What follows belongs to an exercise in optimizing a design on an open flow for small area, a short achievable clock period and few clock cycles; a production flow would make more cautious choices.
RTL that was checked went through simulation tests only; none was proved equivalent to the original.
Power figures rest on the tool's default switching activity, not on a simulated workload.

Setup of v6:
Design sixel_encoder, start of the top module:
module sixel_encoder (
    input  wire        clk,
    input  wire        rst,           
    input  wire        start,         
    input  wire [15:0] width,
    input  wire [15:0] height,
    input  wire [15:0] dbuf_base,
    input  wire [7:0]  ncols,
    output reg         busy,
    output reg         done,
    output reg  [2:0]  err_code,
    output reg         mem_req,
    output reg  [15:0] mem_addr,
    input  wire [7:0]  mem_rdata,
    output reg         out_valid,
    output reg  [7:0]  out_data,
    input  wire        out_ready
);
    localparam E_NONE    = 3'd0;
    localparam E_PRECOND = 3'd3;
    localparam E_BUS     = 3'd6;
    localparam E_CONFIG  = 3'd7;
    localparam RS_IDLE = 3'd0;
    localparam RS_PRE  = 3'd1;    
    localparam RS_CHK  = 3'd2;    
    localparam RS_RD   = 3'd3;    
    localparam RS_END  = 3'd5;    
    localparam E_IDLE  = 4'd0;
    localparam E_HASH  = 4'd1;    
    localparam E_PCD   = 4'd2;    
    localparam E_FIRST = 4'd3;    
    localparam E_ACC   = 4'd4;    
    localparam E_RUN   = 4'd5;    
    localparam E_RDIG  = 4'd6;    
  ...
Size in the first run: roughly 180 flip-flops, ~99 I/O pins, roughly 12000 um^2 of cells after synthesis.
Settings: LEC_CHECK=0, CAP_MARGIN=20, CORE_MARGIN=2, CORE_UTILIZATION=60, CTS_BUF_LIST=sky130_fd_sc_hd__clkbuf_8 sky130_fd_sc_hd__clkbuf_16, PLACE_DENSITY=0.72, SLEW_MARGIN=20; clock period 13.0 ns.
standard.sh (not shown) runs the stock make flow with config.mk's settings and CLKGATE_MAP_FILE= SYNTH_SCRIPT=/design/flow/synth_recipe.tcl, a recipe that flattens the netlist after the stock synthesis.
==> flow/flow/run.sh <==
#!/bin/bash
# The standard layout (the standard.sh, unchanged synthesis and steps),
# with one change: the input and output port buffers that global placement
# inserts are sky130_fd_sc_hd__buf_2 instead of the cell buffer_ports picks
# by default (a slow, larger delay buffer). Every port is still buffered.
set -euo pipefail
export BUFFER_PORTS_ARGS="-buffer_cell sky130_fd_sc_hd__buf_2"
export SETUP_SLACK_MARGIN=9.3
bash standard.sh > standard_flow.log 2>&1
Relative to v6, the following input files were edited for v7:
--- a/flow/design.v
+++ b/flow/design.v
@@ -109,36 +109,36 @@
             E_PCD:   ebyte = {4'h3, digit};
             E_RUN:   ebyte = len_le3 ? sixchar : 8'h21;
             E_RDIG:  ebyte = {4'h3, digit};
             E_RCH:   ebyte = sixchar;
             E_TERM:  ebyte = (pc == 8'd0) ? 8'h2D : 8'h24;
             default: emit  = 1'b0;
         endcase
     end
     wire consume = colq_v && (es == E_FIRST || (es == E_ACC && colq == cur)) ||
                    room && !fin && ((es == E_RUN && len_le3 && d0 == 4'd1) || es == E_RCH);
-    wire       walk_end = walk && (k == rl_r);
-    wire       op_one   = (cend_r && (!sl_r || (lp_r && !dir))) || walk_end;
+    wire       op_one   = cend_r && (!sl_r || (lp_r && !dir));
     wire       op_back  = cend_r && sl_r && !lp_r;
-    wire       op_up    = !cend_r && dir && !walk;
+    wire       op_up    = !cend_r && dir;
     wire [15:0] opnd  = op_one ? 16'd0 : ((op_back || op_up) ? ~w_r : w_r);
     wire [17:0] sum2  = {1'b0, mem_addr, 1'b1} + {1'b0, opnd, !op_up};
     wire [16:0] sum   = sum2[17:1];
     wire       can_res = w1 ? (!cq_res && es == E_FIRST) : (!cq_res || consume);
     wire [2:0] k_next  = dir ? (k - 3'd1) : (k + 3'd1);
     wire       kn_end  = dir ? (k_next == 3'd0) : (k_next == rl_r);
     wire       col_rem0 = (col_rem == 16'd0);
     wire       nb_more = (rows_left > 16'd12);
     wire [2:0] nb_rl   = nb_more ? 3'd5 : (rows_left[2:0] - 3'd7);
     always @(posedge clk) begin
         begin
-            done <= 1'b0;
+            done     <= 1'b0;
+            err_code <= E_NONE;    
             v_d     <= mem_req;
             k_d     <= k;
             cend_d  <= mem_req && cend_r;
             slast_d <= sl_r;
             if (v_d) begin
                 if (cend_d) begin
                     colq   <= mask | ({5'd0, mem_rdata == pc} << k_d);
                     colq_v <= 1'b1;
                     colq_l <= slast_d;
                     mask   <= 6'd0;
@@ -206,21 +206,20 @@
                         rs       <= RS_CHK;
                     end
                 end
                 RS_CHK: begin
                     if (cy && (!col_rem0 || mem_addr != 16'd0)) begin
                         err_code <= E_BUS;
                         done     <= 1'b1;
                         busy     <= 1'b0;
                         rs       <= RS_IDLE;
                     end else if (col_rem0) begin
-                        err_code <= E_NONE;
                         mem_addr <= {d3, d2, d1, d0};
                         col_rem  <= w_r;
                         sl_r     <= w1;
                         k        <= 3'd0;
                         dir      <= 1'b0;
                         cend_r   <= (rl_r == 3'd0);
                         pc       <= 8'd0;
                         lp_r     <= 1'b0;
                         pch      <= 2'd0;
                         pct      <= 4'd0;
@@ -229,76 +228,63 @@
                         mask     <= 6'd0;
                         rs       <= RS_RD;
                         es       <= E_HASH;
                     end else begin
                         mem_addr <= sum[15:0];
                         cy       <= sum[16];
                         col_rem  <= col_rem - 16'd1;
                     end
                 end
                 RS_RD: begin
-                    if (walk) begin
-                        mem_addr <= sum[15:0];
-                        if (walk_end) begin
-                            walk      <= 1'b0;
-                            k         <= 3'd0;
-                            dir       <= 1'b0;
-                            col_rem   <= w_r;
-                            sl_r      <= w1;
-                            rows_left <= rows_left - 16'd6;
-                            mb_r      <= nb_more;
-                            rl_r      <= nb_rl;
-                            cend_r    <= (nb_rl == 3'd0);
-                            mem_req   <= (nb_rl != 3'd0);
-                        end else begin
-                            k         <= k + 3'd1;
-                        end
-                    end else if (mem_req) begin
+                    if (mem_req || walk) begin
                         if (!cend_r) begin
                             mem_addr <= sum[15:0];
                             k        <= k_next;
                             cend_r   <= kn_end;
-                            mem_req  <= !kn_end || can_res;
+                            mem_req  <= !walk && (!kn_end || can_res);
                         end else begin
-                            cq_res <= 1'b1;
-                            if (!sl_r) begin
+                            if (mem_req) cq_res <= 1'b1;
+                            if (walk || (sl_r && lp_r && mb_r && !dir)) begin
+                                mem_addr  <= sum[15:0];
+                                k         <= 3'd0;
+                                walk      <= 1'b0;
+                                col_rem   <= w_r;
+                                sl_r      <= w1;
+                                rows_left <= rows_left - 16'd6;
+                                mb_r      <= nb_more;
+                                rl_r      <= nb_rl;
+                                cend_r    <= (nb_rl == 3'd0);
+                                mem_req   <= (nb_rl != 3'd0);
+                            end else if (!sl_r) begin
                                 mem_addr <= sum[15:0];
                                 col_rem  <= col_rem - 16'd1;
                                 sl_r     <= (col_rem == 16'd1);
                                 dir      <= ~dir;
                                 cend_r   <= (rl_r == 3'd0);
                                 mem_req  <= (rl_r != 3'd0);
                             end else if (!lp_r) begin
                                 mem_addr <= sum[15:0];
                                 col_rem  <= w_r;
                                 sl_r     <= w1;
                                 dir      <= ~dir;
                                 cend_r   <= (rl_r == 3'd0);
                                 mem_req  <= (rl_r != 3'd0);
                             end else if (!mb_r) begin
                                 mem_req <= 1'b0;
                                 rs      <= RS_END;
-                            end else if (!dir) begin
-                                mem_addr  <= sum[15:0];
-                                k         <= 3'd0;
-                                col_rem   <= w_r;
-                                sl_r      <= w1;
-                                rows_left <= rows_left - 16'd6;
-                                mb_r      <= nb_more;
-                                rl_r      <= nb_rl;
-                                cend_r    <= (nb_rl == 3'd0);
-                                mem_req   <= (nb_rl != 3'd0);
                             end else begin
                                 mem_addr <= sum[15:0];
                                 k        <= 3'd1;
+                                dir      <= 1'b0;
+                                sl_r     <= 1'b0;
                                 walk     <= 1'b1;
-                                cend_r   <= 1'b0;
+                                cend_r   <= 1'b0;      
                                 mem_req  <= 1'b0;
                             end
                         end
                     end else begin
                         mem_req <= !cend_r || can_res;
                     end
                 end
                 default: ;
             endcase
             if (room) begin
Findings:
v7 went all the way through the flow, and no timing, DRC or antenna check failed.
v7 — sequential portion of the cell area 0.42 points higher, v6 as reference
Design area: v7 < v6
Time the worst path needs with I/O delays and setup across v7 and v6: no real change.
Relative to v6, area share of and/or/nand/nor cells after synthesis has gone up in v7.
As far as TritonCTS sink count goes, v7 and v6 are indistinguishable; the numbers are identical.
Between v7 and v6, the leakage power of the design is lower for v6.
Storage element area for v7 is lower than for v6.
Looking at sequential-to-total area share from yosys stat, v7 sits 0.41 points higher than v6 does.
Total power of v7 exceeds that of v6 slightly.
Compared with v6, in v7 area after synthesis went down; quantity of gates resized following cts shrank by 3; via density per instance shrank by about 3.2%.
There was hardly any difference in worst setup slack between v6 and v7.
Testbench counts of v7, summed over its fixed seeds: cycles 153,244.
The RTL of v6 was laid out without a check of its function.

---

== run P ==
The RTL this note starts from:
==> flow/design.v <==
module sixel_encoder (
    input  wire        clk,
    input  wire        rst,           
    input  wire        start,         
    input  wire [15:0] width,
    input  wire [15:0] height,
    input  wire [15:0] dbuf_base,
    input  wire [7:0]  ncols,
    output reg         busy,
    output reg         done,
    output reg  [2:0]  err_code,
    output reg         mem_req,
    output reg  [15:0] mem_addr,
    input  wire [7:0]  mem_rdata,
    output reg         out_valid,
    output reg  [7:0]  out_data,
    input  wire        out_ready
);
    localparam E_NONE    = 3'd0;
    localparam E_PRECOND = 3'd3;
    localparam E_BUS     = 3'd6;
    localparam E_CONFIG  = 3'd7;
    localparam RS_IDLE = 3'd0;
    localparam RS_CHK  = 3'd1;    
    localparam RS_RD   = 3'd2;    
    localparam RS_CAP  = 3'd3;    
    localparam RS_ADV  = 3'd4;    
    localparam RS_END  = 3'd5;    
    localparam E_IDLE  = 4'd0;
    localparam E_HASH  = 4'd1;    
    localparam E_PCD   = 4'd2;    
    localparam E_FIRST = 4'd3;    
    localparam E_ACC   = 4'd4;    
    localparam E_RUN   = 4'd5;    
    localparam E_RDIG  = 4'd6;    
    localparam E_RCH   = 4'd7;    
    localparam E_TERM  = 4'd8;    
    localparam E_FIN   = 4'd9;    
    reg [15:0] w_r;
    reg [7:0]  n_r;
    reg        w1;            
    reg [2:0]  rs;
    reg [15:0] band_base;     
    reg [15:0] rows_left;     
    reg        mb_r;          
    reg [2:0]  rl_r;          
    reg [15:0] col_rem;       
    reg        sl_r;          
    reg [2:0]  k;             
    reg        dir;           
    reg        col0;          
    reg        cend_r;        
    reg        cy;            
    reg [7:0]  pc;            
    reg        lp_r;          
    reg [1:0]  pch;           
    reg [3:0]  pct, pcu;
    reg        cq_res;        
    reg        v_d;
    reg [2:0]  k_d;
    reg        cend_d;
    reg        slast_d;
    reg [5:0]  mask;
    reg [5:0]  colq;
    reg        colq_v;
    reg        colq_l;        
    reg [3:0]  es;
    reg [5:0]  cur;
    reg [2:0]  d4;            
    reg [3:0]  d3, d2, d1, d0;
    reg [2:0]  di;
    reg        fin;
    wire       len_le3  = (d4 == 3'd0) && (d3 == 4'd0) && (d2 == 4'd0) &&
                          (d1 == 4'd0) && (d0[3:2] == 2'b00);
    wire [2:0] len_top  = (d4 != 3'd0) ? 3'd4 :
                          (d3 != 4'd0) ? 3'd3 :
                          (d2 != 4'd0) ? 3'd2 :
                          (d1 != 4'd0) ? 3'd1 : 3'd0;
    wire [2:0] pc_top   = (pch != 2'd0) ? 3'd2 : (pct != 4'd0) ? 3'd1 : 3'd0;
    wire       c0 = (d0 == 4'd9);
    wire       c1 = c0 && (d1 == 4'd9);
    wire       c2 = c1 && (d2 == 4'd9);
    wire       c3 = c2 && (d3 == 4'd9);
    wire [3:0] i0 = c0 ? 4'd0 : d0 + 4'd1;
    wire [3:0] i1 = c0 ? (c1 ? 4'd0 : d1 + 4'd1) : d1;
    wire [3:0] i2 = c1 ? (c2 ? 4'd0 : d2 + 4'd1) : d2;
    wire [3:0] i3 = c2 ? (c3 ? 4'd0 : d3 + 4'd1) : d3;
    wire [2:0] i4 = c3 ? d4 + 3'd1 : d4;
    reg [3:0] digit;
    always @(*) begin
        case (di)
            3'd4:    digit = {1'b0, d4};
            3'd3:    digit = d3;
            3'd2:    digit = d2;
            3'd1:    digit = d1;
            default: digit = d0;
        endcase
    end
    wire [7:0] sixchar = 8'h3F + {2'b00, cur};
    reg        s_valid;
    reg  [7:0] s_data;
    wire       o_free = !out_valid || out_ready;
    wire       room   = !s_valid;
    reg        emit;
    reg  [7:0] ebyte;
    always @(*) begin
        emit  = room;
        ebyte = sixchar;
        case (es)
            E_HASH:  ebyte = 8'h23;
            E_PCD:   ebyte = {4'h3, digit};
            E_RUN:   ebyte = len_le3 ? sixchar : 8'h21;
            E_RDIG:  ebyte = {4'h3, digit};
            E_RCH:   ebyte = sixchar;
            E_TERM:  ebyte = (pc == 8'd0) ? 8'h2D : 8'h24;
            default: emit  = 1'b0;
        endcase
    end
    wire consume = colq_v && (es == E_FIRST || (es == E_ACC && colq == cur)) ||
                   room && !fin && ((es == E_RUN && len_le3 && d0 == 4'd1) || es == E_RCH);
    wire       rd_any = (rs == RS_RD) || (rs == RS_ADV);
    wire       add_one = rd_any && cend_r;
    wire       add_neg = (rs == RS_RD) && !cend_r && dir;
    wire [15:0] opnd  = add_one ? 16'd0 : (add_neg ? ~w_r : w_r);
    wire [16:0] sum   = {1'b0, mem_addr} + {1'b0, opnd} + {16'd0, add_one | add_neg};
    wire       capnow  = lp_r && col0 && !dir && (k == 3'd5) && mb_r && !w_r[0];
    wire       can_res = w1 ? (!cq_res && es == E_FIRST) : (!cq_res || consume);
    wire [2:0] k_next  = dir ? (k - 3'd1) : (k + 3'd1);
    wire       kn_end  = dir ? (k_next == 3'd0) : (k_next == rl_r);
    wire       col_rem0 = (col_rem == 16'd0);
    wire       nb_more = (rows_left > 16'd12);
    wire [2:0] nb_rl   = nb_more ? 3'd5 : (rows_left[2:0] - 3'd7);
    wire       seg_odd = lp_r && w_r[0];
    always @(posedge clk) begin
        begin
            done <= 1'b0;
            v_d     <= mem_req;
            k_d     <= k;
            cend_d  <= mem_req && cend_r;
            slast_d <= sl_r;
            if (v_d) begin
                if (cend_d) begin
                    colq   <= mask | ({5'd0, mem_rdata == pc} << k_d);
                    colq_v <= 1'b1;
                    colq_l <= slast_d;
                    mask   <= 6'd0;
                    if (slast_d) begin
                        if (lp_r) begin
                            pc   <= 8'd0;
                            lp_r <= 1'b0;
                            pch  <= 2'd0;
                            pct  <= 4'd0;
                            pcu  <= 4'd0;
                        end else begin
                            pc   <= pc + 8'd1;
                            lp_r <= (pc + 8'd1 == n_r);
                            if (pcu == 4'd9) begin
                                pcu <= 4'd0;
                                if (pct == 4'd9) begin
                                    pct <= 4'd0;
                                    pch <= pch + 2'd1;
                                end else begin
                                    pct <= pct + 4'd1;
                                end
                            end else begin
                                pcu <= pcu + 4'd1;
                            end
                        end
                    end
                end else begin
                    mask   <= mask | ({5'd0, mem_rdata == pc} << k_d);
                end
            end
            case (rs)
                RS_IDLE: begin
                    w_r       <= width;
                    n_r       <= ncols;
                    rows_left <= height;
                    band_base <= dbuf_base;
                    mem_addr  <= dbuf_base;
                    col_rem   <= height;
                    cy        <= 1'b0;
                    if (start) begin
                        busy <= 1'b1;
                        rs   <= RS_CHK;
                    end
                end
                RS_CHK: begin
                    w1   <= (w_r == 16'd1);
                    mb_r <= (rows_left > 16'd6);
                    rl_r <= (rows_left > 16'd5) ? 3'd5 : (rows_left[2:0] - 3'd1);
                    if (n_r == 8'd0) begin
                        err_code <= E_PRECOND;
                        done     <= 1'b1;
                        busy     <= 1'b0;
                        rs       <= RS_IDLE;
                    end else if (w_r == 16'd0 || rows_left == 16'd0) begin
                        err_code <= E_CONFIG;
                        done     <= 1'b1;
                        busy     <= 1'b0;
                        rs       <= RS_IDLE;
                    end else if (cy && (!col_rem0 || mem_addr != 16'd0)) begin
                        err_code <= E_BUS;
                        done     <= 1'b1;
                        busy     <= 1'b0;
                        rs       <= RS_IDLE;
                    end else if (col_rem0) begin
                        err_code <= E_NONE;
                        mem_addr <= band_base;
                        col_rem  <= w_r;
                        sl_r     <= w1;
                        k        <= 3'd0;
                        dir      <= 1'b0;
                        col0     <= 1'b1;
                        cend_r   <= (rl_r == 3'd0);
                        pc       <= 8'd0;
                        lp_r     <= 1'b0;
                        pch      <= 2'd0;
                        pct      <= 4'd0;
                        pcu      <= 4'd0;
                        mem_req  <= !(w1 && rl_r == 3'd0);
                        mask     <= 6'd0;
                        rs       <= RS_RD;
                        es       <= E_HASH;
                    end else begin
                        mem_addr <= sum[15:0];
                        cy       <= sum[16];
                        col_rem  <= col_rem - 16'd1;
                    end
                end
                RS_RD: begin
                    if (mem_req && capnow) begin
                        mem_req <= 1'b0;
                        cq_res  <= 1'b1;
                        rs      <= RS_CAP;
                    end else if (mem_req) begin
                        if (!cend_r) begin
                            mem_addr <= sum[15:0];
                            k        <= k_next;
                            cend_r   <= kn_end;
                            mem_req  <= !kn_end || can_res;
                        end else begin
                            cq_res <= 1'b1;
                            if (!sl_r) begin
                                mem_addr <= sum[15:0];
                                col_rem  <= col_rem - 16'd1;
                                sl_r     <= (col_rem == 16'd2);
                                dir      <= ~dir;
                                col0     <= 1'b0;
                                cend_r   <= (rl_r == 3'd0);
                                mem_req  <= (rl_r != 3'd0);
                            end else if (lp_r && !mb_r) begin
                                mem_req <= 1'b0;
                                rs      <= RS_END;
                            end else begin
                                mem_addr <= seg_odd ? sum[15:0] : band_base;
                                if (seg_odd) band_base <= sum[15:0];
                                col_rem  <= w_r;
                                sl_r     <= w1;
                                k        <= 3'd0;
                                dir      <= 1'b0;
                                col0     <= 1'b1;
                                if (lp_r) begin
                                    rows_left <= rows_left - 16'd6;
                                    mb_r      <= nb_more;
                                    rl_r      <= nb_rl;
                                    cend_r    <= (nb_rl == 3'd0);
                                    mem_req   <= (nb_rl != 3'd0);
                                end else begin
                                    cend_r    <= (rl_r == 3'd0);
                                    mem_req   <= (rl_r != 3'd0);
                                end
                            end
                        end
                    end else begin
                        mem_req <= !cend_r || can_res;
                    end
                end
                RS_CAP: begin
                    band_base <= sum[15:0];
                    rs        <= RS_ADV;
                end
                RS_ADV: begin
                    mem_addr <= sum[15:0];
                    col_rem  <= col_rem - 16'd1;
                    sl_r     <= (col_rem == 16'd2);
                    dir      <= 1'b1;
                    col0     <= 1'b0;
                    cend_r   <= 1'b0;
                    mem_req  <= 1'b1;
                    rs       <= RS_RD;
                end
                default: ;
            endcase
            if (room) begin
                case (es)
                    E_HASH: begin
                        {d4, d3, d2, d1, d0} <= {3'd0, 4'd0, 2'd0, pch, pct, pcu};
                        di <= pc_top;
                        es <= E_PCD;
                    end
                    E_PCD: begin
                        di <= di - 3'd1;
                        if (di == 3'd0) es <= E_FIRST;
                    end
                    E_RUN: begin
                        if (len_le3) begin
                            d0 <= d0 - 4'd1;
                            if (d0 == 4'd1) begin
                                if (fin) begin
                                    es <= E_TERM;
                                end else begin
                                    cur <= colq;
                                    {d4, d3, d2, d1, d0} <= 19'd1;
                                    fin <= colq_l;
                                    es  <= colq_l ? E_RUN : E_ACC;
                                end
                            end
                        end else begin
                            di <= len_top;
                            es <= E_RDIG;
                        end
                    end
                    E_RDIG: begin
                        di <= di - 3'd1;
                        if (di == 3'd0) es <= E_RCH;
                    end
                    E_RCH: begin
                        if (fin) begin
                            es <= E_TERM;
                        end else begin
                            cur <= colq;
                            {d4, d3, d2, d1, d0} <= 19'd1;
                            fin <= colq_l;
                            es  <= colq_l ? E_RUN : E_ACC;
                        end
                    end
                    E_TERM: es <= (rs == RS_END) ? E_FIN : E_HASH;
                    default: ;
                endcase
            end
            case (es)
                E_FIRST: begin
                    if (colq_v) begin
                        cur <= colq;
                        {d4, d3, d2, d1, d0} <= 19'd1;
                        fin <= colq_l;
                        es  <= colq_l ? E_RUN : E_ACC;
                    end
                end
                E_ACC: begin
                    if (colq_v) begin
                        if (colq == cur) begin
                            {d4, d3, d2, d1, d0} <= {i4, i3, i2, i1, i0};
                            if (colq_l) begin
                                fin <= 1'b1;
                                es  <= E_RUN;
                            end
                        end else begin
                            fin <= 1'b0;
                            es  <= E_RUN;
                        end
                    end
                end
                E_FIN: begin
                    if (o_free && !s_valid) begin
                        done <= 1'b1;
                        busy <= 1'b0;
                        rs   <= RS_IDLE;
                        es   <= E_IDLE;
                    end
                end
                default: ;
            endcase
            if (o_free) begin
                out_valid <= s_valid || emit;
                out_data  <= s_valid ? s_data : ebyte;
                s_valid   <= 1'b0;
            end else if (emit) begin
                s_valid <= 1'b1;
                s_data  <= ebyte;
            end
            if (consume) begin
                colq_v <= 1'b0;
                cq_res <= 1'b0;
            end
        end
        if (rst) begin
            rs        <= RS_IDLE;
            es        <= E_IDLE;
            busy      <= 1'b0;
            done      <= 1'b0;
            mem_req   <= 1'b0;
            out_valid <= 1'b0;
            s_valid   <= 1'b0;
            cq_res    <= 1'b0;
            colq_v    <= 1'b0;
            v_d       <= 1'b0;
            cend_d    <= 1'b0;
        end
    end
endmodule
Settings: LEC_CHECK=0, CAP_MARGIN=20, CORE_MARGIN=2, CORE_UTILIZATION=40, SLEW_MARGIN=20; clock period 13.0 ns.
run.sh (not shown) runs the stock make flow with config.mk's settings and CLKGATE_MAP_FILE= SYNTH_SCRIPT=/design/flow/synth_recipe.tcl, a recipe that flattens the netlist after the stock synthesis.
Stock flow here: none of the scripts above is used.
For run M, these inputs were changed with respect to run P:
--- a/flow/design.v
+++ b/flow/design.v
@@ -115,17 +115,15 @@
             E_TERM:  ebyte = (pc == 8'd0) ? 8'h2D : 8'h24;
             default: emit  = 1'b0;
         endcase
     end
     wire consume = colq_v && (es == E_FIRST || (es == E_ACC && colq == cur)) ||
                    room && !fin && ((es == E_RUN && len_le3 && d0 == 4'd1) || es == E_RCH);
-    wire       rd_any = (rs == RS_RD) || (rs == RS_ADV);
-    wire       add_one = rd_any && cend_r;
-    wire       add_neg = (rs == RS_RD) && !cend_r && dir;
-    wire [15:0] opnd  = add_one ? 16'd0 : (add_neg ? ~w_r : w_r);
-    wire [16:0] sum   = {1'b0, mem_addr} + {1'b0, opnd} + {16'd0, add_one | add_neg};
+    wire [15:0] opnd  = cend_r ? 16'd0 : (dir ? ~w_r : w_r);
+    wire [17:0] sum2  = {1'b0, mem_addr, 1'b1} + {1'b0, opnd, cend_r | dir};
+    wire [16:0] sum   = sum2[17:1];
     wire       capnow  = lp_r && col0 && !dir && (k == 3'd5) && mb_r && !w_r[0];
     wire       can_res = w1 ? (!cq_res && es == E_FIRST) : (!cq_res || consume);
     wire [2:0] k_next  = dir ? (k - 3'd1) : (k + 3'd1);
     wire       kn_end  = dir ? (k_next == 3'd0) : (k_next == rl_r);
     wire       col_rem0 = (col_rem == 16'd0);
     wire       nb_more = (rows_left > 16'd12);
@@ -177,12 +175,14 @@
                     n_r       <= ncols;
                     rows_left <= height;
                     band_base <= dbuf_base;
                     mem_addr  <= dbuf_base;
                     col_rem   <= height;
                     cy        <= 1'b0;
+                    cend_r    <= 1'b0;
+                    dir       <= 1'b0;
                     if (start) begin
                         busy <= 1'b1;
                         rs   <= RS_CHK;
                     end
                 end
                 RS_CHK: begin
@@ -229,12 +229,13 @@
                     end
                 end
                 RS_RD: begin
                     if (mem_req && capnow) begin
                         mem_req <= 1'b0;
                         cq_res  <= 1'b1;
+                        cend_r  <= 1'b0;       
                         rs      <= RS_CAP;
                     end else if (mem_req) begin
                         if (!cend_r) begin
                             mem_addr <= sum[15:0];
                             k        <= k_next;
                             cend_r   <= kn_end;
@@ -275,12 +276,13 @@
                     end else begin
                         mem_req <= !cend_r || can_res;
                     end
                 end
                 RS_CAP: begin
                     band_base <= sum[15:0];
+                    cend_r    <= 1'b1;         
                     rs        <= RS_ADV;
                 end
                 RS_ADV: begin
                     mem_addr <= sum[15:0];
                     col_rem  <= col_rem - 16'd1;
                     sl_r     <= (col_rem == 16'd2);
==> run summary <==
Re number of synthesized register bits: no difference whatsoever between run M and run P. Run M: largest stage delay on the critical path 0.07 ns below run P. Die area of run P is on par with run M. Compared with run P, in run M number of DRC violations after detailed-routing iteration 0 rose 101, wire length +about 3.4%, worst setup slack went up by 0.47 ns. For final area, run M and run P come out practically identical. Number of detailed-route iterations in the first pass: run P and run M compared, higher one is run P. Detailed route, run M vs run P: via total higher for run M. Comparing run M with run P, the sequential share of layout area came out essentially unchanged. Summary of the comparison: global-route usage over all layers is higher in run M, relative to run P.
Testbench counts of run M, summed over its fixed seeds: cycles 158,972.
Only the layout flow was run in run P; the RTL was not checked for function there.

[port drivers added, routing unchanged]
The flow's constraints put no driver on any port. The routed layouts listed below were extracted and timed again, unchanged, in two steps. Step 1 (the two cells are an assumption about what drives the block):
set clk [get_ports {clk}]
set_driving_cell -lib_cell sky130_fd_sc_hd__clkbuf_16 $clk
set_driving_cell -lib_cell sky130_fd_sc_hd__buf_2 [delete_from_list [all_inputs] $clk]
Step 2 times the ports against the registers' clock, not the clock port: input delays grow and output delays shrink by t, the midpoint of the rising clock arrivals with the driver on. Three values: ideal ports, drivers, drivers and shift; two values: the first two.
run | shift t [ns] | setup WS [ns] | clock arrival spread, ns | slew at the worst register clock pin (ns) | cell pins on the clock port's net
v6 | 0.486 | 9.312 / 9.265 / 9.046 | 0.015 / 0.015 | 0.08 / 0.08 | 1
v7 | 0.481 | 9.314 / 9.266 / 8.970 | 0.012 / 0.012 | 0.08 / 0.08 | 1
run P | 0.491 | 8.253 / 8.253 / 8.253 | 0.016 / 0.016 | 0.09 / 0.09 | 1
run M | 0.499 | 8.718 / 8.667 / 8.639 | 0.017 / 0.017 | 0.08 / 0.08 | 1
After both steps every run listed still meets setup and hold. For v7, which loses most, drivers alone change the setup slack by -0.048 ns; drivers and shift together by -0.344 ns.
